What follows belongs to an exercise in optimizing a design on an open flow for small area, a short achievable clock period and few clock cycles; a production flow would make more cautious choices. RTL that was checked went through simulation tests only; none was proved equivalent to the original. Only the layout flow was run in runs 3 to 6; the RTL was not checked for function there. No activity file was given, so power comes from the tool's default toggle rates.

==> flow/design.v <==
module sdseq (
    input             clk,
    input             rst,           
    input             op_valid,
    output            op_ready,
    input      [7:0]  op_code,
    input      [63:0] op_arg,
    output reg        rsp_valid,
    output reg [3:0]  rsp_err,
    output     [63:0] rsp_data,
    output reg        cmd_valid,
    output     [24:0] cmd_word,
    input             eng_done,
    output     [14:0] sdcr1,
    output     [14:0] sdcr2,
    output     [27:0] sdtr1,
    output     [27:0] sdtr2,
    output     [24:5] sdcmr,
    output     [13:1] sdrtr,
    output reg        busy,            
    output reg        clk_gate,
    output reg        handle_valid,
    output reg        handle_bank,
    output reg [2:0]  phase1,
    output reg [2:0]  phase2,
    output reg [1:0]  delay_ok,
    output reg        refresh_programmed,
    output     [1:0]  ready
);
    localparam OP_MAKE_CONFIG   = 8'h10;
    localparam OP_CONFIGURE     = 8'h11;
    localparam OP_SEND_COMMAND  = 8'h20;
    localparam OP_SET_WP        = 8'h21;
    localparam OP_SET_NRFS      = 8'h22;
    localparam OP_SET_REFRESH   = 8'h23;
    localparam OP_WP            = 8'h24;
    localparam OP_BANK          = 8'h25;
    localparam OP_DELAY         = 8'h26;
    localparam OP_MEMORY_VIEW   = 8'h30;
    localparam E_OK     = 4'd0;
    localparam E_TZERO  = 4'd5;
    localparam E_RANGE  = 4'd6;
    localparam E_UNAVL  = 4'd7;
    localparam E_NOHND  = 4'd8;
    localparam E_ESZERO = 4'd9;
    localparam E_REFUSE = 4'd15;
    localparam PH_POWERUP   = 3'd0;
    localparam PH_CLKEN     = 3'd1;
    localparam PH_PRECHG    = 3'd2;
    localparam PH_REFRESHED = 3'd3;
    localparam PH_MODELOAD  = 3'd4;
    localparam PH_VIOLATED  = 3'd5;
    localparam M_CLKEN = 3'd1;
    localparam M_PALL  = 3'd2;
    localparam M_AREF  = 3'd3;
    localparam M_LMR   = 3'd4;
    reg [14:0] cr1, cr2;
    reg [27:0] tr1, tr2;
    reg [3:0]  cmr_nrfs;
    reg [15:0] cmr_mrd;
    reg [12:0] rtr_count;
    reg [4:0]  cmd_lo;           
    reg [31:0] rsp_lo;
    reg        rsp_view;         
    reg        div_run;          
    reg        div_setup;        
    reg [31:0] div_rem;          
    reg [31:0] div_den;          
    reg [4:0]  div_cnt;          
    assign op_ready = !busy && !div_run;
    wire   accept   = op_valid && op_ready;
    assign sdcr1 = cr1;
    assign sdcr2 = cr2;
    assign sdtr1 = tr1;
    assign sdtr2 = tr2;
    assign sdcmr = {cmr_mrd, cmr_nrfs};
    assign sdrtr = rtr_count;
    assign cmd_word = {cmr_mrd, cmr_nrfs, cmd_lo};
    assign rsp_data = {rsp_view, rsp_view & handle_bank, rsp_view & ~handle_bank,
                       rsp_view & handle_bank, 28'd0, rsp_lo};
    assign ready[0] = handle_valid && !handle_bank && phase1 == PH_MODELOAD && refresh_programmed;
    assign ready[1] = handle_valid &&  handle_bank && phase2 == PH_MODELOAD && refresh_programmed;
    wire [63:0] arg = op_arg;
    wire [4:0] t_mrd = arg[4:0];
    wire [4:0] t_xsr = arg[9:5];
    wire [4:0] t_ras = arg[14:10];
    wire [4:0] t_rc  = arg[19:15];
    wire [4:0] t_wr  = arg[24:20];
    wire [4:0] t_rp  = arg[29:25];
    wire [4:0] t_rcd = arg[34:30];
    wire [2:0] c_cas = arg[37:35];
    wire [3:0] c_col = arg[41:38];
    wire [3:0] c_row = arg[45:42];
    wire [1:0] c_div = arg[47:46];
    wire [1:0] c_pipe = arg[49:48];
    wire       c_wp  = arg[50];
    wire       c_rburst = arg[51];
    wire [1:0] c_dw  = arg[53:52];
    wire       c_ba  = arg[54];
    wire       c_bank = arg[55];
    wire cfg_zero = (t_mrd == 5'd0) || (t_xsr == 5'd0) || (t_ras == 5'd0) || (t_rc == 5'd0) ||
                    (t_wr == 5'd0) || (t_rp == 5'd0) || (t_rcd == 5'd0);
    wire cfg_range = (t_mrd > 5'd16) || (t_xsr > 5'd16) || (t_ras > 5'd16) || (t_rc > 5'd16) ||
                     (t_wr > 5'd16) || (t_rp > 5'd16) || (t_rcd > 5'd16) ||
                     (c_cas < 3'd1) || (c_cas > 3'd3) ||
                     (c_col < 4'd8) || (c_col > 4'd11) ||
                     (c_row < 4'd11) || (c_row > 4'd13) ||
                     (c_div < 2'd2) ||
                     (c_pipe > 2'd2) ||
                     (c_dw == 2'd3);
    wire [3:0] cfg_err = cfg_zero ? E_TZERO : cfg_range ? E_RANGE : E_OK;
    wire [1:0] f_nc   = c_col[1:0];             
    wire [1:0] f_nr   = c_row[1:0] - 2'd3;      
    wire [3:0] f_tmrd = t_mrd - 5'd1;
    wire [3:0] f_txsr = t_xsr - 5'd1;
    wire [3:0] f_tras = t_ras - 5'd1;
    wire [3:0] f_trc  = t_rc  - 5'd1;
    wire [3:0] f_twr  = t_wr  - 5'd1;
    wire [3:0] f_trp  = t_rp  - 5'd1;
    wire [3:0] f_trcd = t_rcd - 5'd1;
    wire [9:0] cr_bank   = {c_wp, c_cas[1:0], c_ba, c_dw, f_nr, f_nc};
    wire [4:0] cr_shared = {c_pipe, c_rburst, c_div};
    wire [2:0]  k_mode = arg[2:0];
    wire        k_ctb2 = arg[3];
    wire        k_ctb1 = arg[4];
    wire        k_valid = (k_mode >= M_CLKEN) && (k_mode <= M_LMR);
    function [2:0] next_phase;
        input [2:0] ph;
        input       dok;
        input [2:0] mode;
        begin
            next_phase = PH_VIOLATED;
            case (mode)
                M_CLKEN: if (ph == PH_POWERUP)          next_phase = PH_CLKEN;
                M_PALL:  if (ph == PH_CLKEN && dok)     next_phase = PH_PRECHG;
                M_AREF:  if (ph == PH_PRECHG)           next_phase = PH_REFRESHED;
                M_LMR:   if (ph == PH_REFRESHED)        next_phase = PH_MODELOAD;
                default: next_phase = PH_VIOLATED;
            endcase
        end
    endfunction
    wire [2:0] ph1_next = next_phase(phase1, delay_ok[0], k_mode);
    wire [2:0] ph2_next = next_phase(phase2, delay_ok[1], k_mode);
    function [4:0] msb_pos;
        input [31:0] v;
        reg   [15:0] v16;
        reg   [7:0]  v8;
        reg   [3:0]  v4;
        reg   [1:0]  v2;
        begin
            msb_pos[4] = |v[31:16];
            v16        = msb_pos[4] ? v[31:16] : v[15:0];
            msb_pos[3] = |v16[15:8];
            v8         = msb_pos[3] ? v16[15:8] : v16[7:0];
            msb_pos[2] = |v8[7:4];
            v4         = msb_pos[2] ? v8[7:4] : v8[3:0];
            msb_pos[1] = |v4[3:2];
            v2         = msb_pos[1] ? v4[3:2] : v4[1:0];
            msb_pos[0] = v2[1];
        end
    endfunction
    wire [4:0]  msb_num   = msb_pos(arg[63:32]);
    wire [4:0]  msb_den   = msb_pos(arg[31:0]);
    wire        quo_zero  = msb_den > msb_num;      
    wire [4:0]  align     = msb_num - msb_den;
    wire [33:0] div_da    = {2'b0, div_rem} - {2'b0, div_den};                        
    wire [33:0] div_db    = {2'b0, div_rem} - {3'b0, div_den[31:1]};                  
    wire [33:0] div_dc    = {2'b0, div_rem} - {2'b0, div_den} - {3'b0, div_den[31:1]};  
    wire        div_ge    = !div_da[33];
    wire        div_ge2   = div_ge ? !div_dc[33] : !div_db[33];
    wire [31:0] div_r1    = div_ge ? div_da[31:0] : div_rem;
    wire [31:0] div_r2    = div_ge ? (div_ge2 ? div_dc[31:0] : div_da[31:0])
                                   : (div_ge2 ? div_db[31:0] : div_rem);
    always @(posedge clk) begin
        if (rst) begin
            rsp_valid <= 1'b0;
            rsp_view  <= 1'b0;
            cmd_valid <= 1'b0;
            cr1       <= 15'h02D0;
            cr2       <= 15'h02D0;
            tr1       <= 28'hFFFFFFF;
            tr2       <= 28'hFFFFFFF;
            cmr_nrfs  <= 4'd0;
            cmr_mrd   <= 16'd0;
            rtr_count <= 13'd0;
            busy      <= 1'b0;
            clk_gate  <= 1'b0;
            handle_valid <= 1'b0;
            handle_bank  <= 1'b0;
            phase1    <= PH_POWERUP;
            phase2    <= PH_POWERUP;
            delay_ok  <= 2'b00;
            refresh_programmed <= 1'b0;
            div_run   <= 1'b0;
            div_setup <= 1'b0;
        end else begin
            rsp_valid <= 1'b0;
            cmd_valid <= 1'b0;
            if (accept) begin
                rsp_valid <= 1'b1;
                rsp_err   <= E_OK;
                rsp_lo    <= 32'd0;
                rsp_view  <= 1'b0;
                case (op_code)
                OP_MAKE_CONFIG: begin
                    rsp_err <= cfg_err;
                end
                OP_CONFIGURE: begin
                    if (handle_valid)
                        rsp_err <= E_UNAVL;
                    else if (cfg_err != E_OK)
                        rsp_err <= cfg_err;
                    else begin
                        clk_gate     <= 1'b1;
                        handle_valid <= 1'b1;
                        handle_bank  <= c_bank;
                        cr1[14:10]   <= cr_shared;
                        tr1[15:12]   <= f_trc;
                        tr1[23:20]   <= f_trp;
                        if (!c_bank) begin
                            cr1[9:0]   <= cr_bank;
                            tr1[3:0]   <= f_tmrd;
                            tr1[7:4]   <= f_txsr;
                            tr1[11:8]  <= f_tras;
                            tr1[19:16] <= f_twr;
                            tr1[27:24] <= f_trcd;
                        end else begin
                            cr2[9:0]   <= cr_bank;
                            tr2[3:0]   <= f_tmrd;
                            tr2[7:4]   <= f_txsr;
                            tr2[11:8]  <= f_tras;
                            tr2[19:16] <= f_twr;
                            tr2[27:24] <= f_trcd;
                        end
                    end
                end
                OP_SEND_COMMAND: begin
                    if (!handle_valid)
                        rsp_err <= E_NOHND;
                    else if (!k_valid)
                        rsp_err <= E_REFUSE;
                    else begin
                        rsp_valid <= 1'b0;
                        cmr_nrfs  <= arg[8:5];
                        cmr_mrd   <= arg[24:9];
                        cmd_lo    <= arg[4:0];
                        cmd_valid <= 1'b1;
                        busy      <= 1'b1;
                        if (k_ctb1) begin
                            phase1 <= ph1_next;
                            if (k_mode == M_CLKEN && phase1 == PH_POWERUP)
                                delay_ok[0] <= 1'b0;
                        end
                        if (k_ctb2) begin
                            phase2 <= ph2_next;
                            if (k_mode == M_CLKEN && phase2 == PH_POWERUP)
                                delay_ok[1] <= 1'b0;
                        end
                    end
                end
                OP_SET_WP: begin
                    if (!handle_valid)
                        rsp_err <= E_NOHND;
                    else if (!handle_bank)
                        cr1[9] <= arg[0];
                    else
                        cr2[9] <= arg[0];
                end
                OP_SET_NRFS: begin
                    if (!handle_valid)
                        rsp_err <= E_NOHND;
                    else if (arg[7:0] > 8'd15)
                        rsp_err <= E_RANGE;
                    else
                        cmr_nrfs <= arg[3:0];
                end
                OP_SET_REFRESH: begin
                    if (!handle_valid)
                        rsp_err <= E_NOHND;
                    else if (arg[15:0] > 16'd8191)
                        rsp_err <= E_RANGE;
                    else begin
                        rtr_count <= arg[12:0];
                        refresh_programmed <= 1'b1;
                    end
                end
                OP_WP: begin
                    if (!handle_valid)
                        rsp_err <= E_NOHND;
                    else
                        rsp_lo <= {31'd0, handle_bank ? cr2[9] : cr1[9]};
                end
                OP_BANK: begin
                    if (!handle_valid)
                        rsp_err <= E_NOHND;
                    else
                        rsp_lo <= {31'd0, handle_bank};
                end
                OP_DELAY: begin
                    if (arg[31:0] != 32'd0) begin
                        if (phase1 == PH_CLKEN) delay_ok[0] <= 1'b1;
                        if (phase2 == PH_CLKEN) delay_ok[1] <= 1'b1;
                    end
                end
                OP_MEMORY_VIEW: begin
                    if (!handle_valid)
                        rsp_err <= E_NOHND;
                    else if (arg[31:0] == 32'd0)
                        rsp_err <= E_ESZERO;
                    else begin
                        div_rem   <= arg[63:32];
                        div_den   <= arg[31:0];
                        div_cnt   <= align;
                        if (quo_zero) begin
                            rsp_view  <= 1'b1;
                        end else begin
                            rsp_valid <= 1'b0;
                            div_run   <= 1'b1;
                            div_setup <= 1'b1;
                        end
                    end
                end
                default: rsp_err <= E_REFUSE;
                endcase
            end
            if (busy && eng_done) begin
                busy      <= 1'b0;
                rsp_valid <= 1'b1;
                rsp_err   <= E_OK;
                rsp_lo    <= 32'd0;
                rsp_view  <= 1'b0;
            end
            if (div_run) begin
                if (div_setup) begin
                    div_setup <= 1'b0;
                    rsp_lo    <= 32'd0;
                    div_den   <= div_den << div_cnt;
                end else begin
                    div_den <= div_den >> 2;
                    div_cnt <= div_cnt - 5'd2;
                    if (div_cnt == 5'd0) begin
                        div_rem <= div_r1;
                        rsp_lo  <= {rsp_lo[30:0], div_ge};
                    end else begin
                        div_rem <= div_r2;
                        rsp_lo  <= {rsp_lo[29:0], div_ge, div_ge2};
                    end
                    if (div_cnt <= 5'd1) begin
                        div_run   <= 1'b0;
                        rsp_valid <= 1'b1;
                        rsp_err   <= E_OK;
                        rsp_view  <= 1'b1;
                    end
                end
            end
        end
    end
endmodule
==> flow/flow/run.sh <==
#!/bin/bash
set -euo pipefail
bash standard.sh SETUP_SLACK_MARGIN=6.5 finish > standard_flow.log 2>&1
==> flow/standard.sh <==
#!/bin/bash
# synth_recipe.tcl (not shown) runs the flow's synth.tcl, then flattens the netlist and writes it again
# the make line also repeats each setting of config.mk as NAME=value (left out here)
make -C /OpenROAD-flow-scripts/flow DESIGN_CONFIG=/design/flow/config.mk WORK_HOME=/design/flow/orfs CLKGATE_MAP_FILE= SYNTH_SCRIPT=/design/flow/synth_recipe.tcl "${@:-finish}"
==> flow/config.mk <==
export PLATFORM = sky130hd
export DESIGN_NAME = sdseq
export DESIGN_NICKNAME = sdseq
export VERILOG_FILES = /design/flow/design.v
export SDC_FILE = /design/flow/constraint.sdc
export NUM_CORES = 4
export LEC_CHECK = 0
export CAP_MARGIN = 20
export CORE_MARGIN = 2
export CORE_UTILIZATION = 40
export SLEW_MARGIN = 20
==> flow/constraint.sdc <==
create_clock -name core_clock -period 10.0 [get_ports {clk}]
set_input_delay 2.0000 -clock core_clock [delete_from_list [all_inputs] [get_ports {clk}]]
set_output_delay 2.0000 -clock core_clock [all_outputs]
set_load 0.01 [all_outputs]
==> impl_metrics.json, run 1 <==
{
  "status": "complete, no violations",
  "tritoncts": "built",
  "grt.total_usage_pct": 33.64,
  "p_total_mw": 2.868,
  "timing.fmax_mhz": 189.5,
  "die_h_um": 220.6,
  "wl_per_cell_um": 25.39,
  "synth_cell_types": 93,
  "drc": 0,
  "skew_ps": 24.56,
  "drt_iter0_drc": 2101,
  "rsz0062_at_grt": "yes",
  "syn_area_per_cell_um2": 7.970,
  "hp-start": "rtr_count[3]",
  "slew_headroom_pct": 26.08,
  "synth_flop_cell": "dfxtp_1",
  "rows": 79,
  "highest_layer": "met4",
  "finalCritPeriodShare_pct": 52.78,
  "start_util_pct": 40.39,
  "fin_nets": 2929,
  "vias": 20732,
  "cellPowerDensity_nw_per_um2": 107.5,
  "worstSetupStartpoint": "div_den[0]",
  "crit_path_end": "div_rem[6]",
  "p_leak_nw": 11.30,
  "ys_async_sr_fraction_pct": 0,
  "antenna_found_initial": 0,
  "critical_path.endpoint_type": "flip-flop",
  "hp-class": "reg -> reg",
  "ant_nets": 0,
  "setup_tns_ps": 0,
  "critPathKind": "reg -> reg",
  "wl_met1_mm": 33.29,
  "mostFrequentLayoutCells": "nand2_1, a21oi_1, dlygate4sd2_1",
  "dp.final_hpwl_mm": 56.35,
  "crit_fanout": 4,
  "path_clk_slew_ps": 60,
  "max-clock-path-buffers": 3,
  "clkSinkCount": 234,
  "slew_viol_final": 0,
  "startpoint_type": "flip-flop",
  "die_area_um2": 48650,
  "setup_viol": 0,
  "drive_above_1_share_pct": 24.46,
  "final_common_cell": "nand2_1",
  "r2r-start": "div_den[0]",
  "ys_warn_count": 1,
  "tightest_slew_ps": 1109,
  "grt_pass1_vias": 19768,
  "dr.pass1.iters": 8,
  "grt_max_degree": 85,
  "clk_latency_ps": 610,
  "syn2layout_area_growth_pct": 42.27,
  "synth_cells": 2354,
  "met3WireLength_mm": 7.903,
  "vias_per_cell": 6.167,
  "ys_ff_latch": 234,
  "r2r_cells": 23,
  "grt-ovfl-total": 0,
  "root_buffer": "clkbuf_16",
  "cap_violations": 0,
  "irDropWorstVdd_v": 0.0001260,
  "synth_edf_count": 110,
  "diodes": 0,
  "netlist_area_um2": 18760,
  "core_area_um2": 46460,
  "hold_violations": 0,
  "seq_area_frac_synth_pct": 30.84,
  "fp.dieW_um": 220.6,
  "portBuffers": 264,
  "io_pins": 306,
  "drt-total-wl_mm": 85.37,
  "critPathRequiredTime_ps": 10320,
  "grt_pass1_wl_mm": 123.5,
  "fin_crit_ps": 5278,
  "wl_met2_mm": 39.36,
  "reg2reg_to": "div_rem[6]",
  "nFillCells": 4298,
  "numCtsBuffers": 29,
  "arrival_ps": 5590,
  "htreeDepth": 1,
  "place_congestion": 0.9815,
  "reg2reg_slack_ps": 4720
}
==> flip-flops by register name, indices dropped and copies added, names as in the netlist, 2 cells and up <==
register,flops
cmd_lo,5
cmr_mrd,16
cmr_nrfs,4
cr1,15
delay_ok,2
div_cnt,5
div_den,32
div_rem,32
phase1,3
phase2,3
rsp_err,4
rsp_lo,32
rtr_count,13
sdcr2,10
tr1,28
tr2,20
==> cell usage after synthesis, types with 16 or more instances <==
cell type / n / area (um2)
nand2_1: 415 / 1558
a21oi_1: 241 / 1206
nor2_1: 157 / 589.3
dfxtp_1: 124 / 2482
ha_1: 117 / 1464
clkbuf_1: 111 / 416.7
edfxtp_1: 110 / 3303
o21ai_0: 107 / 535.5
inv_1: 84 / 315.3
buf_4: 66 / 495.5
o211ai_1: 64 / 480.5
xnor2_1: 52 / 455.4
nor3_1: 50 / 250.2
a21o_1: 47 / 352.8
nand3_1: 46 / 230.2
mux2i_1: 45 / 450.4
xor2_1: 36 / 315.3
nand2b_1: 30 / 187.7
a31oi_1: 28 / 175.2
a211oi_1: 26 / 195.2
o21ai_1: 21 / 105.1
and3_1: 20 / 125.1
nor4_1: 20 / 125.1
nand4_1: 19 / 118.9
nor2b_1: 19 / 118.9
mux4_2: 18 / 405.4
o221ai_1: 16 / 140.1
==> worst min path at each step <==
stage	endpoint	slack, ps	depth (start not counted)
floorplan	cr1[0]	480	2
global placement	rtr_count[0]	440	2
detailed placement	rtr_count[5]	450	2
CTS	cr1[3]	460	2
global route	rtr_count[12]	470	2
finish	rtr_count[3]	450	2
==> report_power, final <==
group / internal [mW] / switching [mW] / total [mW]
clock: 0.663 / 0.472 / 1.14
combinational: 0.294 / 0.407 / 0.702
sequential: 1.02 / 0.0160 / 1.03
total: 1.97 / 0.896 / 2.87
==> stage by stage <==
| stage | instances | setup WS [ps] | utilization [%] | hold WS, ps | area (um2) |
|---|---|---|---|---|---|
| after floorplan | 2393 | 4582 | - | 476.1 | 19560 |
| after global placement | 3088 | 2961 | 47.28 | 438.8 | 21960 |
| after detailed placement | 3088 | 2957 | 47.28 | 446.1 | 21960 |
| after CTS | 3304 | 4740 | 54.68 | 456.8 | 25400 |
| after global routing | 3362 | 4583 | 57.45 | 468.4 | 26690 |
| final | 3362 | 4722 | 57.45 | 451.1 | 26690 |
==> metal layers <==
metal	global-route usage (%)	vias to the layer above
met1	42.35	9975
met3	6.873	286
met4	16.58	0
met5	0	-
li1	-	9275
met2	54.86	1196
==> critical path: stages (launching register included) <==
cell and delay [ps]:
edfxtp_1 470, ha_4 180, inv_2 40, fa_2 370, a211oi_4 260, nor3_2 100
o41a_4 460, o21ai_4 220, a21o_1 240, o21bai_1 100, xor2_1 260, ha_1 310
a21o_1 200, a21o_1 150, a21o_1 160, a21o_1 160, a21oi_2 160, o21ai_4 120
buf_6 140, o21ai_4 170, nor2_4 80, buf_12 140, a222oi_1 350, a21oi_1 140
==> final cells by class <==
type	count	area (um2)	share of cell area [%]
Inverter	88	365.4	1.369
Tap cell	607	759.5	2.845
Clock inverter	9	95.09	0.3563
Sequential cell	234	5803	21.74
Multi-Input combinational cell	1881	13710	51.37
Clock buffer	45	920.9	3.450
Timing Repair Buffer	498	5036	18.87
==> logic make-up after synthesis <==
logic type / count (synthesis) / synth area share, %
other: 2 / 0.04003
DFF: 234 / 30.84
muxes: 66 / 4.742
adders and majority gates: 121 / 8.229
buffers and inverters: 293 / 7.369
xor gates and xnor gates: 88 / 4.108
and+or+nand+nor: 837 / 20.12
AOI/OAI and AO/OA: 713 / 24.55
==> timing repair <==
action | 4_1_cts | 5_1_grt
pin swaps | 120 | 103
buffers inserted | 138 | 57
resized for setup | 503 | 231
cloned | 24 | 0
hold buffers | 0 | 0
endpoints found under the setup margin | 387 | 263
Testbench counts, summed over its fixed seeds: cycles 14,399.
==> run 2, diff against run 1 <==
==> flow/run.sh (new file) <==
#!/bin/bash
# synth_recipe.tcl (not shown) runs the flow's synth.tcl, then flattens the netlist and writes it again
# the make line also repeats each setting of config.mk as NAME=value (left out here)
make -C /OpenROAD-flow-scripts/flow DESIGN_CONFIG=/design/flow/config.mk WORK_HOME=/design/flow/orfs CLKGATE_MAP_FILE= SYNTH_SCRIPT=/design/flow/synth_recipe.tcl finish
--- a/flow/config.mk
+++ b/flow/config.mk
@@ -9,3 +9,4 @@
 export CORE_MARGIN = 2
 export CORE_UTILIZATION = 40
+export SETUP_SLACK_MARGIN = 5
 export SLEW_MARGIN = 20
removed: flow/flow/run.sh
removed: flow/standard.sh
==> run 2 against run 1 <==
  * Power decreased by 1.4%
  * Synthesized area stayed put
  * Synthesized cell count stayed put
  * Via count shrank 5.9%
  * First-iteration DRC count increased by 2.9%
  * Critical path depth is 1 lower
  * Die area unchanged
  * Worst setup slack got worse by 20 ps
  * Maximum frequency down 0.39%
  * Worst hold slack improved by 6.4 ps
  * Wire length shrank 11%
  * Final area down 9.0%
==> impl_metrics.json, run 2 <==
{
  "cap_violations": 0,
  "synth_top_area_share_pct": 17.61,
  "rsz0062_at_grt": "yes",
  "die_h_um": 220.6,
  "clk_latency_ps": 610,
  "irDropWorstVdd_v": 0.0001314,
  "crit_family": "compound AO/OA/AOI/OAI gates",
  "vias": 19515,
  "grt_pass1_vias": 18275,
  "drt_iter0_drc": 2162,
  "hp-class": "reg -> reg",
  "portBuffers": 264,
  "multi_input_comb_area_um2": 12670,
  "grt-ovfl-total": 0,
  "worstSetupStartpoint": "div_den[14]",
  "synth_flop_cell": "dfxtp_1",
  "wl_per_cell_um": 23.53,
  "setup_viol": 0,
  "grt_pass1_wl_mm": 112.0,
  "fin_nets": 2800,
  "p_leak_nw": 9.748,
  "critPathRequiredTime_ps": 10290,
  "max-clock-path-buffers": 3,
  "slew_viol_final": 0,
  "vias_per_cell": 6.032,
  "die_area_um2": 48650,
  "slew_headroom_pct": 19.97,
  "numCtsBuffers": 30,
  "synth_most_common_cell": "nand2_1",
  "start_util_pct": 40.39,
  "core_area_um2": 46460,
  "synthTopCellsByCount": "nand2_1, a21oi_1, nor2_1",
  "hp-start": "rtr_count[5]",
  "timing.fmax_mhz": 188.7,
  "syn2layout_area_growth_pct": 29.44,
  "finalCritPeriodShare_pct": 52.98,
  "cellPowerDensity_nw_per_um2": 116.5,
  "fp.dieW_um": 220.6,
  "tritoncts": "built",
  "ys_warn_count": 1,
  "tightest_slew_ps": 1199,
  "synth_cell_types": 93,
  "postPlaceCellArea_um2": 21590,
  "status": "complete, no violations",
  "place_congestion": 0.9718,
  "seq_area_frac_synth_pct": 30.84,
  "grt_max_degree": 61,
  "path_clk_slew_ps": 60,
  "drc": 0,
  "r2r-start": "div_den[14]",
  "holdWs_ps": 457.5,
  "crit_slowest_cell": "edfxtp_1",
  "htreeDepth": 1,
  "hold_violations": 0,
  "crit_fanout": 7,
  "netlist_area_um2": 18760,
  "ys_top_cells_by_area": "edfxtp_1, dfxtp_1, nand2_1, ha_1, a21oi_1",
  "grt.total_usage_pct": 29.95,
  "setup_tns_ps": 0,
  "synth_cells": 2354,
  "final_common_cell": "nand2_1",
  "antenna_found_initial": 5,
  "synth_edf_count": 110,
  "drive_above_1_share_pct": 14.47,
  "cp_cell_sequence": "inv_1 -> ha_1 -> nand2_1 -> nor2_1 -> o211ai_1 -> a2111oi_4 -> nor2_2 -> xnor2_2 -> ha_1 -> a21o_1 -> a21o_1 -> a21oi_2 -> nand2_2 -> o31ai_4 -> o21ai_4 -> o21ai_4 -> nor2_4 -> buf_8 -> buf_4 -> buf_6 -> a22oi_2 -> a22oi_1",
  "io_pins": 306,
  "root_buffer": "clkbuf_16",
  "ant_nets": 0,
  "ys_async_sr_fraction_pct": 0,
  "dpl.cell_count": 3089,
  "dp.final_hpwl_mm": 54.93,
  "skew_ps": 29.72,
  "synth_area_leader_cell": "edfxtp_1",
  "finalInstanceArea_um2": 24290,
  "path_buf_inv": 4,
  "arrival_ps": 5590,
  "fin_crit_ps": 5298,
  "drt-total-wl_mm": 76.11,
  "holdBufCountCts": 0,
  "seqCellArea_um2": 5786,
  "slowest_delay_ps": 530,
  "rows": 79,
  "critPathKind": "reg -> reg",
  "nFillCells": 4390,
  "reg_top3": "div_den x32, div_rem x32, rsp_lo x32",
  "layout.cells.non_filler": 3235,
  "startpoint_type": "flip-flop",
  "critical_path.endpoint_type": "flip-flop",
  "dr.pass1.iters": 8,
  "syn_area_per_cell_um2": 7.970,
  "clkSinkCount": 234,
  "ys_ff_latch": 234,
  "mostFrequentLayoutCells": "nand2_1, clkdlybuf4s50_1, a21oi_1"
}
[run 2: path summary, 6_finish.rpt]
kind                  end  slack, ps  depth (start not counted)
max           div_rem[29]       4700                         22
min          rtr_count[5]        460                          2
max reg2reg   div_rem[29]       4700                         22
min reg2reg  rtr_count[5]        460                          2
[run 2: per-stage QoR]
step           worst slack (ps)  utilization, %  power (mW)
6_report                   4702           52.28       2.829
5_1_grt                    4575           52.27       2.928
4_1_cts                    4823           51.17       2.794
3_5_place_dp               2773           46.47       1.563
3_3_place_gp               2625           46.42       1.560
2_1_floorplan              4593               -       1.398
[run 2: what timing repair did]
action                     CTS  global route
buffers inserted            51            35
pin swaps                   83            70
cloned                       2             0
setup endpoints to repair  154            63
gates resized for setup    192            91
[run 2: logic make-up (layout without fill, tap and decap cells)]
| group | count (synthesis) | count (layout) | synth area share [%] |
|---|---|---|---|
| mux | 66 | 66 | 4.742 |
| flops | 234 | 234 | 30.84 |
| compound gates | 713 | 713 | 24.55 |
| simple gates | 837 | 839 | 20.12 |
| other cells | 2 | 42 | 0.04003 |
| buf+inv | 293 | 525 | 7.369 |
| xor+xnor | 88 | 88 | 4.108 |
| fa+ha+maj | 121 | 121 | 8.229 |
[run 2: report_power, final]
group	switching, mW	leakage, nW	total, mW	internal [mW]
sequential	0.0156	2.04	1.03	1.02
combinational	0.368	7.17	0.624	0.256
clock	0.472	0.543	1.17	0.702
total	0.855	9.75	2.83	1.97
[run 2: per-layer routing]
layer | track usage [%] | part of all wire (%) | vias up | wire (um)
li1 | - | - | 9007 | -
met1 | 39.13 | 42 | 9344 | 31660
met2 | 48.99 | 46 | 970 | 35270
met3 | 5.306 | 7.9 | 186 | 5999
met4 | 12.11 | 4.1 | 8 | 3123
met5 | 0 | 0.064 | - | 49
[run 2: layout make-up]
type	count	share of cell area, %
multi-input combinational	1868	52.16
inverter	88	1.381
antenna	1	0.01030
sequential	234	23.82
clock buffer	47	4.173
tap	607	3.127
timing repair buffer	381	14.99
clock inverter	9	0.3349
[run 2: worst register-to-register path, stage by stage (launching register included)]
cell,delay (ps)
edfxtp_1,530
inv_1,180
ha_1,470
nand2_1,130
nor2_1,120
o211ai_1,250
a2111oi_4,490
nor2_2,140
xnor2_2,240
ha_1,320
a21o_1,180
a21o_1,220
a21oi_2,160
nand2_2,90
o31ai_4,350
o21ai_4,170
o21ai_4,240
nor2_4,80
buf_8,150
buf_4,140
buf_6,120
a22oi_2,160
a22oi_1,90
==> run 3, diff against run 2 <==
--- a/flow/design.v
+++ b/flow/design.v
@@ -160,11 +160,40 @@
         end
     endfunction
-    wire [4:0]  msb_num   = msb_pos(arg[63:32]);
-    wire [4:0]  msb_den   = msb_pos(arg[31:0]);
+    reg  [4:0]  msb_num;
+    reg  [4:0]  msb_den;
     wire        quo_zero  = msb_den > msb_num;      
     wire [4:0]  align     = msb_num - msb_den;
-    wire [33:0] div_da    = {2'b0, div_rem} - {2'b0, div_den};                        
-    wire [33:0] div_db    = {2'b0, div_rem} - {3'b0, div_den[31:1]};                  
-    wire [33:0] div_dc    = {2'b0, div_rem} - {2'b0, div_den} - {3'b0, div_den[31:1]};  
+    function [33:0] add34;
+        input [33:0] a;
+        input [33:0] b;
+        input        cin;
+        reg   [33:0] p, g, p0;
+        integer l, j;
+        begin
+            p0 = a ^ b;
+            p  = p0;
+            g  = a & b;
+            g[0] = g[0] | (p[0] & cin);
+            for (l = 0; l < 6; l = l + 1)
+                for (j = (2 << l) - 1; j < 34; j = j + (2 << l)) begin
+                    g[j] = g[j] | (p[j] & g[j - (1 << l)]);
+                    p[j] = p[j] & p[j - (1 << l)];
+                end
+            for (l = 4; l >= 0; l = l - 1)
+                for (j = 3 * (1 << l) - 1; j < 34; j = j + (2 << l)) begin
+                    g[j] = g[j] | (p[j] & g[j - (1 << l)]);
+                    p[j] = p[j] & p[j - (1 << l)];
+                end
+            add34 = p0 ^ {g[32:0], cin};
+        end
+    endfunction
+    wire [33:0] div_da    = add34({2'b0, div_rem}, ~{2'b0, div_den}, 1'b1);                        
+    wire [33:0] div_db    = add34({2'b0, div_rem}, ~{3'b0, div_den[31:1]}, 1'b1);                  
+    wire [33:0] div_cr    = ~{2'b0, div_rem};
+    wire [33:0] div_cd    = {2'b0, div_den};
+    wire [33:0] div_ch    = {3'b0, div_den[31:1]};
+    wire [33:0] div_cs    = div_cr ^ div_cd ^ div_ch;
+    wire [33:0] div_cc    = (div_cr & div_cd) | (div_cr & div_ch) | (div_cd & div_ch);
+    wire [33:0] div_dc    = ~add34(div_cs, {div_cc[32:0], 1'b0}, 1'b0);                         
     wire        div_ge    = !div_da[33];
     wire        div_ge2   = div_ge ? !div_dc[33] : !div_db[33];
@@ -311,12 +340,9 @@
                         div_rem   <= arg[63:32];
                         div_den   <= arg[31:0];
-                        div_cnt   <= align;
-                        if (quo_zero) begin
-                            rsp_view  <= 1'b1;
-                        end else begin
-                            rsp_valid <= 1'b0;
-                            div_run   <= 1'b1;
-                            div_setup <= 1'b1;
-                        end
+                        msb_num   <= msb_pos(arg[63:32]);
+                        msb_den   <= msb_pos(arg[31:0]);
+                        rsp_valid <= 1'b0;
+                        div_run   <= 1'b1;
+                        div_setup <= 1'b1;
                     end
                 end
@@ -335,5 +361,12 @@
                     div_setup <= 1'b0;
                     rsp_lo    <= 32'd0;
-                    div_den   <= div_den << div_cnt;
+                    div_den   <= div_den << align;
+                    div_cnt   <= align;
+                    if (quo_zero) begin
+                        div_run   <= 1'b0;
+                        rsp_valid <= 1'b1;
+                        rsp_err   <= E_OK;
+                        rsp_view  <= 1'b1;
+                    end
                 end else begin
                     div_den <= div_den >> 2;
==> run 3 against run 2 <==
  * Still clean on timing, DRC and antenna
  * Worst setup slack improved by 430 ps
  * Synthesized area increased by 6.1%
  * Cell count fell by 2.5%
  * Non-clock buffer count down 72
  * Register-to-register slack improved by 530 ps
  * Utilization is 3.3 points lower
  * Flip-flop and latch count grew 10
  * Count of clock-buffer cells in the layout down 8
  * Clock power down 9%
  * First-iteration DRC count fell by 37%
  * Via count down 8.8%
  * Sequential share of layout area rose by 1.5 points
  * Critical path type is now in -> reg
  * Critical endpoint is now div_rem[0]
==> impl_metrics.json, run 3 <==
{
  "slew_headroom_pct": 35.29,
  "r2r-start": "div_den[6]",
  "hp-class": "reg -> reg",
  "final_common_cell": "nand2_1",
  "reg_top3": "div_den x32, div_rem x32, rsp_lo x32",
  "p_total_mw": 2.511,
  "min_to": "cr1[5]",
  "io_pins": 306,
  "drive_above_1_share_pct": 6.627,
  "antenna_found_initial": 1,
  "core_area_um2": 49050,
  "synth_most_common_cell": "nand2_1",
  "grt-ovfl-total": 0,
  "reg2reg_slack_ps": 5230,
  "seq_area_frac_synth_pct": 30.56,
  "max-clock-path-buffers": 3,
  "status": "complete, no violations",
  "timing.fmax_mhz": 205.5,
  "p_leak_nw": 9.986,
  "seqPwrFrac_pct": 42.9,
  "htreeDepth": 1,
  "rsz0062_at_grt": "no",
  "critical_path.endpoint_type": "flip-flop",
  "path_clk_slew_ps": 60,
  "synth_top_area_share_pct": 18.09,
  "clkSinkCount": 244,
  "arrival_ps": 5220,
  "nFillCells": 4735,
  "irDropWorstVdd_v": 0.0001200,
  "grt_pass1_vias": 17649,
  "fp.dieW_um": 227.1,
  "rows": 81,
  "r2r_cells": 15,
  "ys_ff_latch": 244,
  "grt.total_usage_pct": 27.09,
  "synth_edf_count": 120,
  "p_sw_share_pct": 28.46,
  "crit_fanout": 29,
  "place_congestion": 0.9180,
  "grt_max_degree": 69,
  "dr.pass1.iters": 6,
  "clkPwrFrac_pct": 42.7,
  "synth_flop_cell": "dfxtp_1",
  "mostFrequentLayoutCells": "nand2_1, clkdlybuf4s50_1, a21oi_1",
  "netSwitchingPower_mw": 0.7144,
  "cap_violations": 0,
  "root_buffer": "clkbuf_16",
  "cellPowerDensity_nw_per_um2": 104.4,
  "die_area_um2": 51590,
  "drt-total-wl_mm": 70.87,
  "diodes": 0,
  "slew_viol_final": 0,
  "holdBufCountCts": 0,
  "tightest_slew_ps": 967.1,
  "start_util_pct": 40.60,
  "intPower_mw": 1.796,
  "syn2layout_area_growth_pct": 20.73,
  "setup_viol": 0,
  "grt_pass1_wl_mm": 107.4,
  "hp-start": "cr1[5]",
  "die_h_um": 227.1,
  "portBuffers": 264,
  "vias": 17795,
  "clk_latency_ps": 610,
  "startpoint_type": "primary input",
  "hold_violations": 0,
  "worstHoldPathCells": 2,
  "ys_warn_count": 1,
  "fin_nets": 2798,
  "combinationalPowerShare_pct": 14.4,
  "drc": 0,
  "fin_crit_ps": 4867,
  "drt_iter0_drc": 1354,
  "ys_async_sr_fraction_pct": 0,
  "netlist_area_um2": 19920,
  "synthTopCellsByCount": "nand2_1, a21oi_1, inv_1",
  "wl_per_cell_um": 22.47,
  "skew_ps": 51.41,
  "synth_cell_types": 82,
  "reg2reg_to": "div_rem[30]",
  "dp.final_hpwl_mm": 52.99,
  "setup_tns_ps": 0,
  "critPathRequiredTime_ps": 10350,
  "tritoncts": "built",
  "finalCritPeriodShare_pct": 48.67,
  "ys_top_cells_by_area": "edfxtp_1, dfxtp_1, ha_1, fa_1, nand2_1",
  "synth_cells": 2259,
  "vias_per_cell": 5.642,
  "critPathKind": "in -> reg",
  "synth_area_leader_cell": "edfxtp_1",
  "numCtsBuffers": 29,
  "syn_area_per_cell_um2": 8.816,
  "ant_nets": 0
}
## run 3: worst max path at each step
| stage | cells after the start | slack (ps) | startpoint | endpoint |
|---|---|---|---|---|
| detailed placement | 12 | 4090 | op_arg[42] | tr2[25] |
| global placement | 12 | 4210 | op_arg[42] | tr1[27] |
| global route | 19 | 4980 | div_den[2] | div_rem[31] |
| floorplan | 9 | 5240 | op_arg[0] | div_den[30] |
| CTS | 11 | 4990 | op_arg[20] | div_den[30] |
| finish | 10 | 5130 | op_arg[30] | div_rem[0] |
## run 3: area by class of cell
| type | count | area, um2 | area share (%) |
|---|---|---|---|
| Sequential cell | 244 | 6086 | 25.31 |
| Inverter | 183 | 686.9 | 2.857 |
| Clock inverter | 15 | 111.4 | 0.4631 |
| Tap cell | 664 | 830.8 | 3.455 |
| Timing Repair Buffer | 309 | 3000 | 12.48 |
| Multi-Input combinational cell | 1700 | 12490 | 51.95 |
| Clock buffer | 39 | 837.1 | 3.481 |
## run 3: cell families (layout without fill, tap and decap cells)
group | after synthesis | in the layout | synth area share (%)
adder cells (fa/ha/maj) | 255 | 255 | 19.00
other | 2 | 41 | 0.03771
multiplexers | 87 | 87 | 5.083
AND/OR/NAND/NOR | 670 | 672 | 15.33
flip-flops | 244 | 244 | 30.56
XOR/XNOR | 66 | 66 | 2.903
AO/OA/AOI/OAI | 579 | 579 | 18.87
buffers and inverters | 356 | 546 | 8.224
## run 3: power groups by stage
| stage | clock network [mW] | logic (mW) | registers, mW |
|---|---|---|---|
| 6_report | 1.07 | 0.362 | 1.08 |
| 5_1_grt | 1.12 | 0.396 | 1.08 |
| 4_1_cts | 1.09 | 0.356 | 1.08 |
| 3_5_place_dp | 0 | 0.353 | 1.10 |
| 3_3_place_gp | 0 | 0.348 | 1.10 |
| 2_1_floorplan | 0 | 0.218 | 1.10 |
## run 3: per-stage QoR
| stage | std cells | util, % | setup WS [ps] | hold WS (ps) | cell area, um2 |
|---|---|---|---|---|---|
| after floorplan | 2298 | - | 5239 | 465.0 | 20070 |
| after global placement | 3083 | 46.61 | 4215 | 442.9 | 22860 |
| after detailed placement | 3083 | 46.63 | 4092 | 449.7 | 22870 |
| after CTS | 3139 | 48.65 | 4993 | 461.0 | 23870 |
| after global routing | 3154 | 49.02 | 4975 | 482.7 | 24040 |
| final | 3154 | 49.02 | 5133 | 458.4 | 24040 |
## run 3: metal layers
metal,GRT usage (%),vias to the layer above,wire length [um],part of all wire [%]
met5,0,-,0,0
met4,8.792,0,2257,3.2
met3,5.447,124,6192,8.7
met2,44.26,813,33110,47
met1,35.94,8639,29320,41
li1,-,8219,-,-
## run 3: what timing repair did
item,CTS,global route
setup endpoints to repair,79,80
gates cloned,2,0
hold endpoints to repair,0,0
resized for setup,7,11
setup buffers,0,14
pin swaps,1,1
## run 3: worst max-delay path, stage by stage
cell,delay [ps]
clkdlybuf4s50_1,600
inv_1,230
ha_1,190
and3_1,200
and4_2,420
nand4_1,270
and2_4,440
o21ai_0,330
o21ai_0,130
a221oi_1,400
==> run 4, diff against run 3 <==
--- a/flow/design.v
+++ b/flow/design.v
@@ -226,4 +226,11 @@
             rsp_valid <= 1'b0;
             cmd_valid <= 1'b0;
+            if (op_ready) begin
+                cmd_lo    <= arg[4:0];
+                div_rem   <= arg[63:32];
+                div_den   <= arg[31:0];
+                msb_num   <= msb_pos(arg[63:32]);
+                msb_den   <= msb_pos(arg[31:0]);
+            end
             if (accept) begin
                 rsp_valid <= 1'b1;
@@ -273,5 +280,4 @@
                         cmr_nrfs  <= arg[8:5];
                         cmr_mrd   <= arg[24:9];
-                        cmd_lo    <= arg[4:0];
                         cmd_valid <= 1'b1;
                         busy      <= 1'b1;
@@ -338,8 +344,4 @@
                         rsp_err <= E_ESZERO;
                     else begin
-                        div_rem   <= arg[63:32];
-                        div_den   <= arg[31:0];
-                        msb_num   <= msb_pos(arg[63:32]);
-                        msb_den   <= msb_pos(arg[31:0]);
                         rsp_valid <= 1'b0;
                         div_run   <= 1'b1;
==> flow/flow/run.sh (new file) <==
#!/bin/bash
# The standard layout (standard.sh), with the ports buffered by the
# smallest buffer cell (sky130_fd_sc_hd__buf_1) instead of the default delay
# buffer, and timing repair aimed at a tighter setup target.
set -euo pipefail
bash standard.sh "BUFFER_PORTS_ARGS=-buffer_cell sky130_fd_sc_hd__buf_1" SETUP_SLACK_MARGIN=6 finish > standard_flow.log 2>&1
==> flow/standard.sh (new file) <==
#!/bin/bash
# synth_recipe.tcl (not shown) runs the flow's synth.tcl, then flattens the netlist and writes it again
# the make line also repeats each setting of config.mk as NAME=value (left out here)
make -C /OpenROAD-flow-scripts/flow DESIGN_CONFIG=/design/flow/config.mk WORK_HOME=/design/flow/orfs CLKGATE_MAP_FILE= SYNTH_SCRIPT=/design/flow/synth_recipe.tcl "${@:-finish}"
removed: flow/run.sh
==> run 4 against run 3 <==
  * Power increased by 44%
  * Synthesized area decreased by 0.50%
  * Clock skew decreased by 21 ps
  * Worst hold slack got worse by 4.5 ps
  * Maximum frequency increased by 14%
  * Critical path type is now reg -> reg
  * Largest power group is now combinational cells
==> impl_metrics.json, run 4 <==
{
  "ys_async_sr_fraction_pct": 0,
  "vias": 18944,
  "mostFrequentLayoutCells": "nand2_1, buf_1, a21oi_1",
  "skew_ps": 30.64,
  "critical_path.endpoint_type": "flip-flop",
  "slew_headroom_pct": 38.46,
  "crit_family": "compound AO/OA/AOI/OAI gates",
  "ys_top_cells_by_area": "edfxtp_1, dfxtp_1, ha_1, fa_1, nand2_1",
  "timing.fmax_mhz": 233.3,
  "synth_top_area_share_pct": 18.19,
  "synth_flop_cell": "dfxtp_1",
  "drt-total-wl_mm": 79.44,
  "cp_common_cell": "a21o_1",
  "drc": 0,
  "ys_warn_count": 1,
  "numCtsBuffers": 30,
  "place_congestion": 0.9965,
  "crit_slowest_cell": "fa_1",
  "arrival_ps": 4640,
  "ys_ff_latch": 244,
  "slowest_delay_ps": 520,
  "synth_most_common_cell": "nand2_1",
  "grt_max_degree": 63,
  "tritoncts": "built",
  "finalCritPeriodShare_pct": 42.87,
  "grt_pass1_wl_mm": 117.4,
  "critPathRequiredTime_ps": 10350,
  "seq_area_frac_synth_pct": 30.71,
  "setup_ws_ps": 5713,
  "path_clk_slew_ps": 70,
  "post-place-ws_ps": 4417,
  "die_area_um2": 51330,
  "drive_above_1_share_pct": 19.21,
  "grt_pass1_vias": 18482,
  "hold_violations": 0,
  "core_area_um2": 48950,
  "cp_cell_sequence": "inv_4 -> fa_1 -> inv_1 -> ha_4 -> a21oi_2 -> o21ai_4 -> a221oi_2 -> o21ai_2 -> or2_4 -> a21o_1 -> a21o_1 -> a21o_1 -> fa_2 -> xnor2_2 -> mux2_4 -> a22oi_2 -> nand2_1",
  "p_leak_nw": 10.42,
  "final_common_cell": "nand2_1",
  "fin_util_pct": 50.54,
  "synth_cell_types": 76,
  "netlist_area_um2": 19820,
  "hp-class": "reg -> reg",
  "die_h_um": 226.6,
  "startpoint_type": "flip-flop",
  "nFillCells": 4558,
  "p_total_mw": 3.626,
  "dr.pass1.iters": 6,
  "setup_tns_ps": 0,
  "finalInstanceArea_um2": 24740,
  "critPathKind": "reg -> reg",
  "max-clock-path-buffers": 3,
  "root_buffer": "clkbuf_16",
  "io_pins": 306,
  "crit_fanout": 5,
  "grt.total_usage_pct": 30.37,
  "drt_iter0_drc": 1813,
  "syn2layout_area_growth_pct": 24.85,
  "holdBufCountCts": 0,
  "diodes": 0,
  "postPlaceCellArea_um2": 21410,
  "rows": 81,
  "ant_nets": 0,
  "tightest_slew_ps": 923.1,
  "syn_area_per_cell_um2": 8.914,
  "clkSinkCount": 244,
  "reg_top3": "div_den x32, div_rem x32, rsp_lo x32",
  "start_util_pct": 40.48,
  "wl_per_cell_um": 24.43,
  "synth_area_leader_cell": "edfxtp_1",
  "path_buf_inv": 2,
  "clk_latency_ps": 600,
  "dp.final_hpwl_mm": 53.68,
  "fin_nets": 2894,
  "synth_edf_count": 120,
  "synth_cells": 2223,
  "grt-ovfl-total": 0,
  "fin_crit_ps": 4287,
  "htreeDepth": 1,
  "portBuffers": 264,
  "cellPowerDensity_nw_per_um2": 146.6,
  "slew_viol_final": 0,
  "synthTopCellsByCount": "nand2_1, inv_1, ha_1",
  "rsz0062_at_grt": "yes",
  "irDropWorstVdd_v": 0.0001216,
  "setup_viol": 0,
  "vias_per_cell": 5.827,
  "status": "complete, no violations",
  "fp.dieW_um": 226.6,
  "antenna_found_initial": 0,
  "cap_violations": 0
}
==> run 4: final cells by class <==
cell class / count / area (um2) / share of cell area [%]
multi-input cells: 1652 / 13190 / 53.30
clock buffers: 42 / 865.8 / 3.500
clock inverters: 14 / 117.6 / 0.4754
flip-flops and latches: 244 / 6086 / 24.60
well taps: 664 / 830.8 / 3.358
repair buffers: 443 / 2869 / 11.60
inverters: 192 / 783.3 / 3.166
==> run 4: layer usage <==
metal | vias up | GRT usage, % | part of all wire [%]
li1 | 8414 | - | -
met1 | 9247 | 38.41 | 38
met2 | 1054 | 48.65 | 46
met3 | 229 | 7.179 | 10
met4 | 0 | 14.98 | 5.6
met5 | - | 0 | 0
==> run 4: kinds of logic (layout without fill, tap and decap cells) <==
kind of cell             after synthesis  in the layout  synth area share (%)
AO/OA/AOI/OAI                        539            539                 17.86
XOR/XNOR                              67             67                 2.961
adder cells (fa/ha/maj)              255            255                 19.09
buffers and inverters                367            691                 8.265
flip-flops                           244            244                 30.71
multiplexers                         105            105                 6.270
other                                  2             41               0.03790
AND/OR/NAND/NOR                      644            645                 14.80
==> run 4: worst paths after layout <==
path / slack [ps] / endpoint / start / cells after the start
max: 5710 / div_rem[27] / div_den[9] / 17
min: 450 / cr1[11] / cr1[11] / 2
max reg2reg: 5710 / div_rem[27] / div_den[9] / 17
min reg2reg: 450 / cr1[11] / cr1[11] / 2
==> run 4: worst register-to-register path, cell delays in order, from the launching register on <==
cell and delay, ps:
edfxtp_1 500, inv_4 110, fa_1 520, inv_1 70, ha_4 260, a21oi_2 220
o21ai_4 110, a221oi_2 270, o21ai_2 150, or2_4 270, a21o_1 180, a21o_1 170
a21o_1 170, fa_2 370, xnor2_2 180, mux2_4 280, a22oi_2 160, nand2_1 70
==> run 4: stage by stage <==
stage | cells | hold WS (ps)
2_1_floorplan | 2262 | 469.6
3_3_place_gp | 3047 | 440.3
3_5_place_dp | 3048 | 445.1
4_1_cts | 3214 | 454.6
5_1_grt | 3251 | 482.9
6_report | 3251 | 453.9
==> run 4: power breakdown <==
group          leakage [nW]  internal (mW)  switching [mW]  total, mW
Sequential             2.17           1.08          0.0315       1.11
Clock                 0.491          0.633           0.487       1.12
Combinational          7.76          0.606           0.794       1.40
Total                  10.4           2.31            1.31       3.63
==> run 4: repair_timing <==
item / CTS / global route
cloned: 8 / 1
pin swaps: 66 / 71
setup endpoints to repair: 170 / 150
gates resized for setup: 169 / 127
buffers inserted: 102 / 35
==> run 5, diff against run 4 <==
==> flow/flow/run.sh (replaced) <==
#!/bin/bash
# The standard layout (standard.sh), with the ports buffered by the
# smallest buffer cell (sky130_fd_sc_hd__buf_1) instead of the default delay
# buffer; the resizer still upsizes any that timing or slew needs.
set -euo pipefail
bash standard.sh "BUFFER_PORTS_ARGS=-buffer_cell sky130_fd_sc_hd__buf_1" finish > standard_flow.log 2>&1
==> run 5 against run 4 <==
  * Combinational power is 27% lower
  * Wire length is 9.1% lower
  * Critical path type is now in -> reg
  * Final area is 9.4% lower
  * Non-clock buffer count is 115 lower
  * Clock power is 4% lower
  * Via count is 4.8% lower
  * Sequential power hardly changed
  * Global-route usage is 3.0 points lower
  * Utilization is 4.7 points lower
  * Highest routed layer is now met5
  * Largest power group is now registers
==> impl_metrics.json, run 5 <==
{
  "status": "complete, no violations",
  "vias": 18043,
  "dpl.cell_count": 3053,
  "holdBufCountCts": 0,
  "ys_ff_latch": 244,
  "path_buf_inv": 3,
  "finalInstanceArea_um2": 22420,
  "rsz0062_at_grt": "no",
  "setup_viol": 0,
  "grt_max_degree": 61,
  "clkSinkCount": 244,
  "die_area_um2": 51330,
  "start_util_pct": 40.48,
  "synth_most_common_cell": "nand2_1",
  "grt_pass1_vias": 17577,
  "slowest_delay_ps": 640,
  "final_common_cell": "nand2_1",
  "vias_per_cell": 5.761,
  "die_h_um": 226.6,
  "skew_ps": 21.17,
  "hp-class": "reg -> reg",
  "drt_iter0_drc": 1564,
  "grt.total_usage_pct": 27.41,
  "slew_viol_final": 0,
  "p_leak_nw": 9.462,
  "core_area_um2": 48950,
  "critPathKind": "in -> reg",
  "wl_per_cell_um": 23.05,
  "worstSetupStartpoint": "op_arg[0]",
  "min_to": "clk_gate",
  "portBuffers": 264,
  "netlist_area_um2": 19820,
  "finalCritPeriodShare_pct": 47.98,
  "r2r-start": "div_den[16]",
  "drc": 0,
  "grt-ovfl-total": 0,
  "postPlaceCellArea_um2": 21230,
  "ys_warn_count": 1,
  "fin_nets": 2777,
  "path_clk_slew_ps": 60,
  "slew_headroom_pct": 31.57,
  "critical_path.endpoint_type": "flip-flop",
  "crit_family": "simple AND/OR/NAND/NOR gates",
  "dr.pass1.iters": 6,
  "synth_area_leader_cell": "edfxtp_1",
  "clkPwrFrac_pct": 33.4,
  "drive_above_1_share_pct": 7.212,
  "grt_pass1_wl_mm": 107.1,
  "combinationalPowerShare_pct": 32.0,
  "htreeDepth": 1,
  "synth_cell_types": 76,
  "setup_ws_ps": 5202,
  "ant_nets": 0,
  "tritoncts": "built",
  "crit_slowest_cell": "or4b_1",
  "crit_fanout": 24,
  "critPathRequiredTime_ps": 10500,
  "seq_area_frac_synth_pct": 30.71,
  "tightest_slew_ps": 1023,
  "dp.final_hpwl_mm": 53.45,
  "rows": 81,
  "layout.cells.non_filler": 3132,
  "synth_flop_cell": "dfxtp_1",
  "diodes": 0,
  "synth_top_area_share_pct": 18.19,
  "p_total_mw": 3.204,
  "antenna_found_initial": 2,
  "reg_top3": "div_den x32, div_rem x32, rsp_lo x32",
  "ys_top_cells_by_area": "edfxtp_1, dfxtp_1, ha_1, fa_1, nand2_1",
  "fin_crit_ps": 4798,
  "cellPowerDensity_nw_per_um2": 143.0,
  "nFillCells": 4785,
  "root_buffer": "clkbuf_16",
  "max-clock-path-buffers": 3,
  "cp_common_cell": "nand2_1",
  "synth_cells": 2223,
  "arrival_ps": 5300,
  "numCtsBuffers": 29,
  "r2r_cells": 17,
  "netSwitchingPower_mw": 1.139,
  "synthTopCellsByCount": "nand2_1, inv_1, ha_1",
  "syn_area_per_cell_um2": 8.914,
  "io_pins": 306,
  "p_sw_share_pct": 35.55,
  "irDropWorstVdd_v": 0.0001180,
  "drt-total-wl_mm": 72.18,
  "hp-start": "clk_gate",
  "place_congestion": 0.9883,
  "seqPwrFrac_pct": 34.7,
  "startpoint_type": "primary input",
  "setup_tns_ps": 0,
  "fp.dieW_um": 226.6,
  "hold_violations": 0,
  "timing.fmax_mhz": 208.4,
  "syn2layout_area_growth_pct": 13.13,
  "clk_latency_ps": 580,
  "post-place-ws_ps": 4633,
  "mostFrequentLayoutCells": "nand2_1, buf_1, inv_1",
  "intPower_mw": 2.065,
  "reg2reg_slack_ps": 5220,
  "reg2reg_to": "div_rem[27]",
  "cap_violations": 0,
  "worstHoldPathCells": 2,
  "synth_edf_count": 120,
  "ys_async_sr_fraction_pct": 0,
  "cp_cell_sequence": "buf_1 -> inv_1 -> ha_1 -> nand2_1 -> o22ai_1 -> or4b_1 -> nor4b_4 -> nand3_2 -> buf_4 -> nor2_2 -> nand2_1 -> a21oi_1"
}
## run 5: cells by family after synthesis
kind of cell             share of synthesized area [%]
AO/OA/AOI/OAI                                    17.86
other                                          0.03790
buffers and inverters                            8.265
flip-flops                                       30.71
adder cells (fa/ha/maj)                          19.09
multiplexers                                     6.270
XOR/XNOR                                         2.961
AND/OR/NAND/NOR                                  14.80
## run 5: repair_timing
item / CTS / global route
gates resized for setup: 0 / 5
setup endpoints to repair: 0 / 18
setup buffers: 0 / 25
## run 5: worst max-delay path by stage
stage                        endpoint  depth (start not counted)
after global routing      div_rem[27]                         17
after floorplan           div_rem[27]                         17
after CTS                 div_rem[22]                         14
final                          cr1[5]                         12
after global placement         cr1[5]                         12
after detailed placement       tr2[8]                         11
## run 5: worst min-delay path, cell delays in order (launching register included)
cell     delay (ps)
dfxtp_1         310
inv_1            50
a21oi_1          50
## run 5: final cells by class
type	count	area (um2)	share of cell area, %
multi-input combinational	1651	12330	55.02
inverter	192	721.9	3.221
timing repair buffer	328	1493	6.659
clock buffer	41	872.1	3.890
tap	664	830.8	3.706
sequential	244	6086	27.15
clock inverter	12	78.83	0.3516
## run 5: layer usage
metal  track usage (%)  vias up  part of all wire, %
met1             34.82     8734                   40
met3             5.455      185                  9.0
li1                  -     8162                    -
met4             10.61        2                  4.3
met2             45.84      960                   47
met5                 0        -                0.014
## run 5: through the flow
stage | hold WS [ps] | util [%]
after global placement | 436.3 | 43.37
after detailed placement | 444.5 | 43.37
after CTS | 454.1 | 45.31
after global routing | 475.2 | 45.79
final | 447.3 | 45.79
after floorplan | 469.6 | -
## run 5: power by group through the flow
stage,clock network (mW),logic [mW],registers [mW]
floorplan,0,0.695,1.13
CTS,1.09,0.992,1.11
global route,1.12,1.12,1.11
finish,1.07,1.02,1.11
global placement,0,0.974,1.13
detailed placement,0,0.984,1.13
==> run 6, diff against run 5 <==
--- a/flow/design.v
+++ b/flow/design.v
@@ -188,17 +188,10 @@
         end
     endfunction
-    wire [33:0] div_da    = add34({2'b0, div_rem}, ~{2'b0, div_den}, 1'b1);                        
-    wire [33:0] div_db    = add34({2'b0, div_rem}, ~{3'b0, div_den[31:1]}, 1'b1);                  
-    wire [33:0] div_cr    = ~{2'b0, div_rem};
-    wire [33:0] div_cd    = {2'b0, div_den};
-    wire [33:0] div_ch    = {3'b0, div_den[31:1]};
-    wire [33:0] div_cs    = div_cr ^ div_cd ^ div_ch;
-    wire [33:0] div_cc    = (div_cr & div_cd) | (div_cr & div_ch) | (div_cd & div_ch);
-    wire [33:0] div_dc    = ~add34(div_cs, {div_cc[32:0], 1'b0}, 1'b0);                         
+    wire [33:0] div_da    = add34({2'b0, div_rem}, ~{2'b0, div_den}, 1'b1);          
     wire        div_ge    = !div_da[33];
-    wire        div_ge2   = div_ge ? !div_dc[33] : !div_db[33];
     wire [31:0] div_r1    = div_ge ? div_da[31:0] : div_rem;
-    wire [31:0] div_r2    = div_ge ? (div_ge2 ? div_dc[31:0] : div_da[31:0])
-                                   : (div_ge2 ? div_db[31:0] : div_rem);
+    wire [33:0] div_db    = add34({2'b0, div_r1}, ~{3'b0, div_den[31:1]}, 1'b1);     
+    wire        div_ge2   = !div_db[33];
+    wire [31:0] div_r2    = div_ge2 ? div_db[31:0] : div_r1;
     always @(posedge clk) begin
         if (rst) begin
@@ -226,11 +219,4 @@
             rsp_valid <= 1'b0;
             cmd_valid <= 1'b0;
-            if (op_ready) begin
-                cmd_lo    <= arg[4:0];
-                div_rem   <= arg[63:32];
-                div_den   <= arg[31:0];
-                msb_num   <= msb_pos(arg[63:32]);
-                msb_den   <= msb_pos(arg[31:0]);
-            end
             if (accept) begin
                 rsp_valid <= 1'b1;
@@ -280,4 +266,5 @@
                         cmr_nrfs  <= arg[8:5];
                         cmr_mrd   <= arg[24:9];
+                        cmd_lo    <= arg[4:0];
                         cmd_valid <= 1'b1;
                         busy      <= 1'b1;
@@ -344,4 +331,8 @@
                         rsp_err <= E_ESZERO;
                     else begin
+                        div_rem   <= arg[63:32];
+                        div_den   <= arg[31:0];
+                        msb_num   <= msb_pos(arg[63:32]);
+                        msb_den   <= msb_pos(arg[31:0]);
                         rsp_valid <= 1'b0;
                         div_run   <= 1'b1;
==> flow/run.sh (new file) <==
#!/bin/bash
# synth_recipe.tcl (not shown) runs the flow's synth.tcl, then flattens the netlist and writes it again
# the make line also repeats each setting of config.mk as NAME=value (left out here)
make -C /OpenROAD-flow-scripts/flow DESIGN_CONFIG=/design/flow/config.mk WORK_HOME=/design/flow/orfs CLKGATE_MAP_FILE= SYNTH_SCRIPT=/design/flow/synth_recipe.tcl finish
removed: flow/flow/run.sh
removed: flow/standard.sh
==> run 6 against run 5 <==
  * Register-to-register slack worse by 1000 ps
  * Clock power is 8% higher
  * Utilization is 6.9 points higher
==> impl_metrics.json, run 6 <==
{
  "status": "complete, no violations",
  "fin_nets": 2356,
  "ys_ff_latch": 244,
  "fp.dieW_um": 210.4,
  "synth_flop_cell": "dfxtp_1",
  "start_util_pct": 40.54,
  "seq_area_frac_synth_pct": 35.71,
  "drc": 0,
  "mostFrequentLayoutCells": "nand2_1, clkdlybuf4s50_1, a21oi_1",
  "hold_violations": 0,
  "numCtsBuffers": 30,
  "place_congestion": 0.9579,
  "syn2layout_area_growth_pct": 30.02,
  "wl_per_cell_um": 23.42,
  "vias": 15779,
  "grt-ovfl-total": 0,
  "ys_top_cells_by_area": "edfxtp_1, dfxtp_1, ha_1, mux2i_1, nand2_1",
  "synth_area_leader_cell": "edfxtp_1",
  "skew_ps": 25.69,
  "tightest_slew_ps": 1208,
  "drt-total-wl_mm": 63.85,
  "crit_fanout": 7,
  "reg2reg_to": "div_rem[21]",
  "htreeDepth": 1,
  "timing.fmax_mhz": 172.5,
  "holdBufCountCts": 0,
  "hp-start": "clk_gate",
  "r2r_cells": 27,
  "grt.total_usage_pct": 27.70,
  "reg_top3": "div_den x32, div_rem x32, rsp_lo x32",
  "cp_common_cell": "a21oi_2",
  "clk_latency_ps": 600,
  "clkSinkCount": 244,
  "vias_per_cell": 5.788,
  "arrival_ps": 6110,
  "finalCritPeriodShare_pct": 57.99,
  "crit_path_end": "div_rem[21]",
  "synth_most_common_cell": "nand2_1",
  "cap_violations": 0,
  "dr.pass1.iters": 5,
  "startpoint_type": "flip-flop",
  "die_h_um": 210.4,
  "io_pins": 306,
  "crit_slowest_cell": "edfxtp_1",
  "path_clk_slew_ps": 60,
  "grt_pass1_wl_mm": 94.43,
  "irDropWorstVdd_v": 0.0001272,
  "rows": 75,
  "drive_above_1_share_pct": 14.41,
  "cellPowerDensity_nw_per_um2": 117.7,
  "root_buffer": "clkbuf_16",
  "portBuffers": 264,
  "max-clock-path-buffers": 3,
  "slew_headroom_pct": 18.64,
  "fin_crit_ps": 5799,
  "layout.cells.non_filler": 2726,
  "slew_viol_final": 0,
  "tritoncts": "built",
  "synth_cells": 1910,
  "holdWs_ps": 450.1,
  "dpl.cell_count": 2600,
  "setup_tns_ps": 0,
  "grt_pass1_vias": 15455,
  "core_area_um2": 42040,
  "critical_path.endpoint_type": "flip-flop",
  "r2r-start": "div_den[6]",
  "dp.final_hpwl_mm": 44.07,
  "synthTopCellsByCount": "nand2_1, a21oi_1, nor2_1",
  "setup_viol": 0,
  "synth_cell_types": 84,
  "reg2reg_slack_ps": 4200,
  "rsz0062_at_grt": "yes",
  "worstSetupStartpoint": "div_den[6]",
  "nFillCells": 3871,
  "die_area_um2": 44280,
  "drt_iter0_drc": 1248,
  "grt_max_degree": 79,
  "slowest_delay_ps": 420,
  "ys_async_sr_fraction_pct": 0,
  "synth_edf_count": 120,
  "critPathKind": "reg -> reg",
  "antenna_found_initial": 2,
  "final_common_cell": "nand2_1",
  "ys_warn_count": 1,
  "critPathRequiredTime_ps": 10310,
  "netlist_area_um2": 17040,
  "p_total_mw": 2.608,
  "p_leak_nw": 8.842,
  "syn_area_per_cell_um2": 8.923,
  "ant_nets": 0,
  "synth_top_area_share_pct": 21.14,
  "hp-class": "reg -> reg"
}
[run 6: cell count changes after synthesis, moves of 13 or more]
| cell | change |
|---|---|
| nand3_1 | -20 |
| mux2i_1 | +23 |
| o21ai_0 | -16 |
| inv_1 | -86 |
| xnor2_1 | -36 |
| ha_1 | -91 |
| nor2_1 | +15 |
| a311oi_1 | +17 |
| fa_1 | -46 |
| a211oi_1 | +24 |
| clkbuf_1 | -13 |
| nand2_1 | -49 |
| a22oi_1 | -22 |
| xor2_1 | +20 |
[run 6: logic make-up after synthesis]
group           Yosys count  share of synthesized area (%)
compound gates          487                          18.79
xor+xnor                 51                          2.621
fa+ha+maj               118                          10.12
buf+inv                 282                          8.156
flops                   244                          35.71
mux                     133                          8.773
other cells               2                        0.04406
simple gates            593                          15.80
[run 6: repair_timing]
| action | 4_1_cts | 5_1_grt |
|---|---|---|
| gates cloned | 4 | 2 |
| endpoints found under the hold margin | 0 | 0 |
| setup buffers | 37 | 24 |
| pin swaps | 16 | 23 |
| resized for setup | 54 | 65 |
| endpoints found under the setup margin | 136 | 45 |
[run 6: worst min-delay path by stage]
stage,to,slack [ps],cells past startpoint
2_1_floorplan,rsp_view,460,2
3_3_place_gp,cr1[11],440,2
3_5_place_dp,cr1[11],440,2
4_1_cts,cr1[11],450,2
5_1_grt,sdcr2[0],470,2
6_report,clk_gate,450,2
[run 6: metrics by stage]
step | area (um2) | utilization (%) | setup slack (ps)
after CTS | 21550 | 51.26 | 4283
after detailed placement | 19910 | 47.37 | 3020
final | 22160 | 52.71 | 4201
after floorplan | 17410 | - | 4652
after global placement | 19910 | 47.37 | 3114
after global routing | 22160 | 52.71 | 4032
[run 6: cell type report]
| cell class | instances | area, um2 | share of cell area [%] |
|---|---|---|---|
| Clock inverter | 16 | 141.4 | 0.6380 |
| Sequential cell | 244 | 6086 | 27.46 |
| Tap cell | 539 | 674.4 | 3.043 |
| Timing Repair Buffer | 354 | 3482 | 15.71 |
| Antenna cell | 1 | 2.502 | 0.01129 |
| Clock buffer | 40 | 913.4 | 4.122 |
| Inverter | 105 | 399.1 | 1.801 |
| Multi-Input combinational cell | 1427 | 10460 | 47.21 |
[run 6: per-layer routing]
metal	global-route usage [%]	routed length, um
met1	37.80	27500
met2	44.83	29340
met3	5.155	5079
met4	8.159	1917
met5	0	12
[run 6: power by group]
| group | leakage (nW) | internal, mW | total [mW] | switching, mW |
|---|---|---|---|---|
| Clock | 0.533 | 0.673 | 1.16 | 0.482 |
| Sequential | 2.15 | 1.06 | 1.07 | 0.0113 |
| Combinational | 6.16 | 0.167 | 0.382 | 0.215 |
| Total | 8.84 | 1.90 | 2.61 | 0.709 |
[run 6: worst max-delay path, delay by kind of cell (launching register included)]
| family | cells | cell delay (ps) |
|---|---|---|
| xor+xnor | 1 | 170 |
| mux | 1 | 290 |
| buf+inv | 4 | 690 |
| flops | 1 | 420 |
| simple gates | 3 | 310 |
| fa+ha+maj | 3 | 880 |
| compound gates | 15 | 2740 |

-- port drivers added, routing unchanged --
How much do the figures lean on ideal ports? The routed layouts below were timed once more, with nothing changed but the port constraints.
Step 1 (the two cells are an assumption about what drives the block):
set clk [get_ports {clk}]
set_driving_cell -lib_cell sky130_fd_sc_hd__clkbuf_16 $clk
set_driving_cell -lib_cell sky130_fd_sc_hd__buf_2 [delete_from_list [all_inputs] $clk]
Step 2 also shifts input and output timing later by t, the mid clock arrival at the registers, as if the neighbouring blocks saw the same clock.
Slacks: no drivers / after step 1 / after step 2; pairs: no drivers / after step 1.
run	t, ns	setup slack, ns	hold slack, ns	worst setup path after step 2
run 1	0.659	4.722 / 4.722 / 4.238	0.451 / 0.451 / 0.451	input to register
run 2	0.648	4.702 / 4.702 / 4.207	0.458 / 0.458 / 0.458	input to register
run 3	0.639	5.133 / 5.161 / 4.521	0.458 / 0.458 / 0.458	input to register
run 4	0.644	5.713 / 5.713 / 5.371	0.454 / 0.454 / 0.454	input to register
run 5	0.623	5.202 / 5.223 / 4.607	0.447 / 0.447 / 0.447	input to register
run 6	0.638	4.201 / 4.201 / 4.201	0.450 / 0.450 / 0.450	register to register
After both steps every run listed still meets setup and hold. For run 3, which loses most, drivers alone change the setup slack by +0.028 ns; drivers and shift together by -0.612 ns.
